This is an optimization exercise on Yosys and OpenROAD, whose aim is small area, a short achievable clock period and few clock cycles, not a production implementation.
At most, simulation tests tie the RTL to the original design; equivalence was not proved.
Power and IR drop assume default switching activity.

Setup of run A:
==> flow/design.v (excerpt) <==
module mml_voice (
    input  wire        clk,
    input  wire        rst,         
    input  wire        in_valid,
    input  wire [7:0]  in_byte,
    input  wire        in_last,     
    output reg         in_ready,
    output reg         out_valid,
    input  wire        out_ready,
    output reg  [1:0]  out_kind,    
    output reg  [18:0] out_freq,    
    output reg  [28:0] out_dur,     
    output reg  [1:0]  out_fill,    
    output reg  [3:0]  out_vol,     
    output reg  [2:0]  out_err,     
    output reg         out_fg       
);
  localparam [1:0] K_TONE = 2'd0, K_END = 2'd1, K_ERR = 2'd2;
  localparam [2:0] E_MISSING_NUM = 3'd1, E_NOTE_RANGE = 3'd2,
                   E_ZERO_LEN    = 3'd3, E_ZERO_TEMPO = 3'd4,
                   E_BAD_ACC     = 3'd5, E_BAD_M      = 3'd6,
                   E_BAD_CMD     = 3'd7;
  localparam [4:0] C_SHARP = 5'd10, C_FLAT = 5'd11, C_DOT = 5'd12,
                   C_SEMI  = 5'd13, C_GT   = 5'd14, C_LT  = 5'd15,
                   C_B     = 5'd17, C_F    = 5'd21,
                   C_L     = 5'd23, C_T    = 5'd24, C_O   = 5'd25,
                   C_V     = 5'd26, C_N    = 5'd27, C_P   = 5'd28,
                   C_M     = 5'd29, C_S    = 5'd30, C_X   = 5'd31;
  localparam [3:0] U_NOP  = 4'd0,    
                   U_GT   = 4'd1,    
                   U_LT   = 4'd2,    
  ...
Settings: LEC_CHECK=0, ABC_AREA=1, CAP_MARGIN=20, CORE_MARGIN=2, CORE_UTILIZATION=40, CTS_CLUSTER_DIAMETER=100, CTS_CLUSTER_SIZE=24, SLEW_MARGIN=20; clock period 10.0 ns.
standard.sh (not shown) runs the stock make flow with config.mk's settings and CLKGATE_MAP_FILE= SYNTH_SCRIPT=/design/flow/synth_recipe.tcl, a recipe that flattens the netlist after the stock synthesis.
==> flow/flow/run.sh <==
#!/bin/bash
set -euo pipefail
bash standard.sh synth > synth.log 2>&1
bash standard.sh SETUP_SLACK_MARGIN=6.5 "BUFFER_PORTS_ARGS=-buffer_cell sky130_fd_sc_hd__buf_2" finish > layout.log 2>&1
Setup changes, run A to run Y
diff --git a/flow/design.v b/flow/design.v
--- a/flow/design.v
+++ b/flow/design.v
@@ -157,31 +157,31 @@
       3'd2: base_semi1 = 4'd1;    
       3'd3: base_semi1 = 4'd3;    
       3'd4: base_semi1 = 4'd5;    
       3'd5: base_semi1 = 4'd6;    
       default: base_semi1 = 4'd8;  
     endcase
   endfunction
   reg [4:0]  t_cnt0;
   reg [15:0] t_rema0, t_remb0;
   always @(*) begin
     if (num[15:12] != 4'd0) begin
       t_cnt0 = 5'd16; t_rema0 = K240 >> 17; t_remb0 = K360 >> 17;
-    end else if (num[11:0] >= 12'd172) begin
+    end else if (num[11:8] != 4'd0) begin
       t_cnt0 = 5'd20; t_rema0 = K240 >> 21; t_remb0 = K360 >> 21;
-    end else if (num[7:0] >= 8'd86) begin
+    end else if (num[7] != 1'b0) begin
       t_cnt0 = 5'd21; t_rema0 = K240 >> 22; t_remb0 = K360 >> 22;
-    end else if (num[6:0] >= 7'd43) begin
+    end else if (num[6] != 1'b0) begin
       t_cnt0 = 5'd22; t_rema0 = K240 >> 23; t_remb0 = K360 >> 23;
-    end else if (num[5:0] >= 6'd22) begin
+    end else if (num[5] != 1'b0) begin
       t_cnt0 = 5'd23; t_rema0 = K240 >> 24; t_remb0 = K360 >> 24;
     end else begin
       t_cnt0 = 5'd28; t_rema0 = 16'd0;      t_remb0 = 16'd0;
     end
   end
   function [16:0] step1(input [15:0] r, input b, input [15:0] d);
     reg [16:0] t;
     reg [17:0] sd;
     reg        q;
     begin
       t  = {r, b};
       sd = {1'b0, t} - {2'b00, d};
### Flow results
Run Y gives more post-synthesis to final-layout area growth than run A did.
Changes observed in run Y relative to run A: required time at the worst-slack endpoint up 0.03 ns; gate count of the mapped netlist now smaller; area of the multi-input gates shows a reduction of 2.1%; post-CTS setup buffer count increased by 3 relative to the old numbers.
Testbench counts of run Y, summed over its fixed seeds: cycles 18,967.
The RTL of run A was laid out without a check of its function.

========
== north ==
RTL: one of the versions met above, not the one the previous note started from.
For scale: ~2600 cells after synthesis, about 16000 sq um of cells after synthesis.
Settings: LEC_CHECK=0, ABC_AREA=1, CAP_MARGIN=20, CORE_MARGIN=2, CORE_UTILIZATION=40, SETUP_SLACK_MARGIN=5, SLEW_MARGIN=20; clock period 10.0 ns.
run.sh (not shown) runs the stock make flow with config.mk's settings and CLKGATE_MAP_FILE= SYNTH_SCRIPT=/design/flow/synth_recipe.tcl, a recipe that flattens the netlist after the stock synthesis.
Stock flow here: none of the scripts above is used.
Testbench counts of north, summed over its fixed seeds: cycles 18,967.
What south does differently from north at the input level:
--- a/flow/design.v
+++ b/flow/design.v
@@ -87,20 +87,17 @@
   reg        str_done;    
   reg        fresh;       
   reg [3:0]  semi;        
   reg [15:0] num;
   reg        have_num;
   reg        have_len;    
-  reg        is_n;        
   reg        dotted;
   reg        divt;        
   reg        divl;        
-  reg        stall;       
   reg [4:0]  dcnt;
   reg        endq;        
-  reg [17:0] freq_r;      
   reg [2:0]  errc;        
   wire       is_digit = !b_cls[4] && (b_cls[3:0] <= 4'd9);
   wire       is_sharp = (b_cls == C_SHARP);
   wire       is_flat  = (b_cls == C_FLAT);
   wire       is_dot   = (b_cls == C_DOT);
   wire [15:0] num_x10d = {num[12:0], 3'b000} + {num[14:0], 1'b0} + {12'd0, b_cls[3:0]};
@@ -143,16 +140,16 @@
   wire [15:0] len_sel  = have_len ? num : len_n;
   wire        len_pow2 = have_len ? num_pk[3]   : len_p2_n;
   wire [2:0]  len_k    = have_len ? num_pk[2:0] : len_k_n;
   wire [28:0] q_sel     = dotted ? q360 : {1'b0, q240};
   wire [28:0] dur_shift = q_sel >> len_k;
   wire [6:0]  u_note   = coct * 7'd12 + {3'd0, semi};
-  wire [6:0]  u_sel    = is_n ? num[6:0] : (cmd == U_P) ? 7'd0 : u_note;
+  wire [6:0]  u_sel    = (cmd == U_N) ? num[6:0] : (cmd == U_P) ? 7'd0 : u_note;
   wire [18:0] rom_freq;
   mml_freq_rom u_rom (.u(u_sel), .freq_chz(rom_freq));
-  wire [3:0]  tone_vol = (is_n && (num[6:0] == 7'd0)) ? 4'd0 : vol;
+  wire [3:0]  tone_vol = ((cmd == U_N) && (num[6:0] == 7'd0)) ? 4'd0 : vol;
   function [3:0] base_semi1(input [2:0] l);
     case (l)
       3'd0: base_semi1 = 4'd10;   
       3'd1: base_semi1 = 4'd12;   
       3'd2: base_semi1 = 4'd1;    
       3'd3: base_semi1 = 4'd3;    
@@ -187,18 +184,17 @@
       sd = {1'b0, t} - {2'b00, d};
       q  = !sd[17];
       step1 = {q, q ? sd[15:0] : t[15:0]};
     end
   endfunction
   wire        a_b   = divt ? K240[dcnt] : out_dur[28];
-  wire [16:0] st_a  = step1(freq_r[15:0], a_b, len_sel);
+  wire [16:0] st_a  = step1(out_freq[15:0], a_b, len_sel);
   wire [16:0] st_b  = step1(out_dur[15:0], K360[dcnt], num);
-  wire busy = stall;
+  wire busy = divl || (divt && dcnt != 5'd0);
   always @(*) begin
     in_ready = !s_valid;
-    out_freq = {1'b0, freq_r};
     out_err  = out_vol[2:0];    
   end
   reg        w_consume;    
   reg        w_start;      
   reg        w_skip;       
   reg        w_tone;
@@ -313,13 +309,13 @@
         out_valid <= 1'b0;
       end
     end
     if (emit_tone) begin
       out_valid <= 1'b1;
       out_kind  <= K_TONE;
-      freq_r    <= rom_freq[17:0];
+      out_freq  <= rom_freq;
       out_dur   <= dur_shift;
       out_fill  <= speed;
       out_vol   <= tone_vol;
       out_fg    <= fg;          
       endq      <= str_done;
     end
@@ -373,13 +369,12 @@
       str_done <= b_last;
       num      <= 16'd0;
       have_num <= 1'b0;
       have_len <= 1'b0;
       dotted   <= 1'b0;
       fresh    <= 1'b0;
-      is_n     <= (b_cls == C_N);
       casez (b_cls)
         C_SEMI: cmd <= U_NOP;
         C_GT:   cmd <= U_GT;
         C_LT:   cmd <= U_LT;
         C_L:    cmd <= U_L;
         C_T:    cmd <= U_T;
@@ -426,46 +421,42 @@
           semi <= is_flat ? semi - 4'd1 : semi + 4'd1;
         end
       end
     end
     if (tdiv) begin
       divt           <= 1'b1;
-      stall          <= 1'b1;
       dcnt           <= t_cnt0;
-      freq_r[15:0] <= t_rema0;
+      out_freq[15:0] <= t_rema0;
       out_dur[15:0]  <= t_remb0;
       q240           <= 28'd0;
       q360           <= 29'd0;
       cmd            <= U_NOP;
     end
     if (divt) begin
-      freq_r[15:0] <= st_a[15:0];
+      out_freq[15:0] <= st_a[15:0];
       out_dur[15:0]  <= st_b[15:0];
       q240           <= {q240[26:0], st_a[16]};
       q360           <= {q360[27:0], st_b[16]};
       dcnt           <= dcnt - 5'd1;
-      if (dcnt == 5'd1) stall <= 1'b0;    
       if (dcnt == 5'd0) divt <= 1'b0;
     end
     if (ldiv) begin
       divl           <= 1'b1;
-      stall          <= 1'b1;
       dcnt           <= 5'd28;
-      freq_r[15:0] <= 16'd0;
+      out_freq[15:0] <= 16'd0;
       out_dur        <= q_sel;
     end
     if (divl) begin
-      freq_r[15:0] <= st_a[15:0];
+      out_freq[15:0] <= st_a[15:0];
       out_dur        <= {out_dur[27:0], st_a[16]};
       dcnt           <= dcnt - 5'd1;
       if (dcnt == 5'd0) begin
         divl      <= 1'b0;
-        stall     <= 1'b0;
         out_valid <= 1'b1;
         out_kind  <= K_TONE;
-        freq_r    <= rom_freq[17:0];
+        out_freq  <= rom_freq;
         out_fill  <= speed;
         out_vol   <= tone_vol;
         out_fg    <= fg;
         endq      <= str_done;
         coct      <= oct;
         cmd       <= U_NOP;
@@ -486,13 +477,12 @@
       q240      <= 28'd2000000;
       q360      <= 29'd3000000;
       cmd       <= U_NOP;
       str_done  <= 1'b0;
       divt      <= 1'b0;
       divl      <= 1'b0;
-      stall     <= 1'b0;
       out_valid <= 1'b0;
       endq      <= 1'b0;
     end
   end
 endmodule
 module mml_freq_rom (
[summary]
- south did not stop at any stage, and its layout met the timing, DRC and antenna checks.
- On global-route usage, the higher figure sits with north, not south.
- The standby leakage power in south sits 0.088 nW above the value recorded for north.
- Lower signed area change from the synthesized netlist to the final layout goes to north over south.
- Comparing north and south, the lower top fanout value on the critical path was measured on south.
- Between north and south, the complex-gate fraction of the synthesized area is lower for south.
- Going from north to south, the count of plain and timing-repair buffers in the layout was found to have gone up by about 2.2%.
- Taking north as the reference point, the mapped cell area of south rises by 150 sq um.
- Route | south vs north | wire shorter in south
- The lower placed wire-length estimate came out of south.
- Of north and south, the higher setup slack belongs to south.
- Compare north and south | largest net degree at the start of global routing lower: south
- south — horizontal die dimension 0.94 microns higher, north as reference
- north → south: starting density of the core +0.19 points, number of vias per cell after detailed routing -0.83%.
Testbench counts of south, summed over its fixed seeds: cycles 18,967.

[afterwards: timing with drivers on the ports]
How much do the figures lean on ideal ports? The routed layouts below were timed once more, with nothing changed but the port constraints.
Step 1 sets driving cells, clkbuf_16 on the clock port and buf_2 on the other inputs (assumed; they add their load-dependent delay and slew).
Step 2 moves the port delays by t, midway between the first and last clock arrival at a register: inputs arrive t later, outputs are due t later. That takes back most of the time a late clock gives input paths.
Three values: ideal ports, drivers, drivers and shift; two values: the first two.
run | t (ns) | slack for setup (ns) | hold WS [ns] | latest minus earliest clock arrival (ns) | pins driven straight from the clock port
run A | 0.540 | 6.520 / 6.514 / 5.974 | 0.453 / 0.453 / 0.453 | 0.024 / 0.024 | 1
run Y | 0.544 | 6.590 / 6.590 / 6.101 | 0.450 / 0.450 / 0.450 | 0.028 / 0.028 | 1
north | 0.608 | 5.344 / 5.375 / 4.767 | 0.459 / 0.459 / 0.459 | 0.019 / 0.020 | 1
south | 0.613 | 5.625 / 5.646 / 5.042 | 0.432 / 0.432 / 0.432 | 0.026 / 0.027 | 1
After both steps setup and hold are still met in every run listed. For south, which loses most, drivers alone change the setup slack by +0.021 ns; drivers and shift together by -0.583 ns.
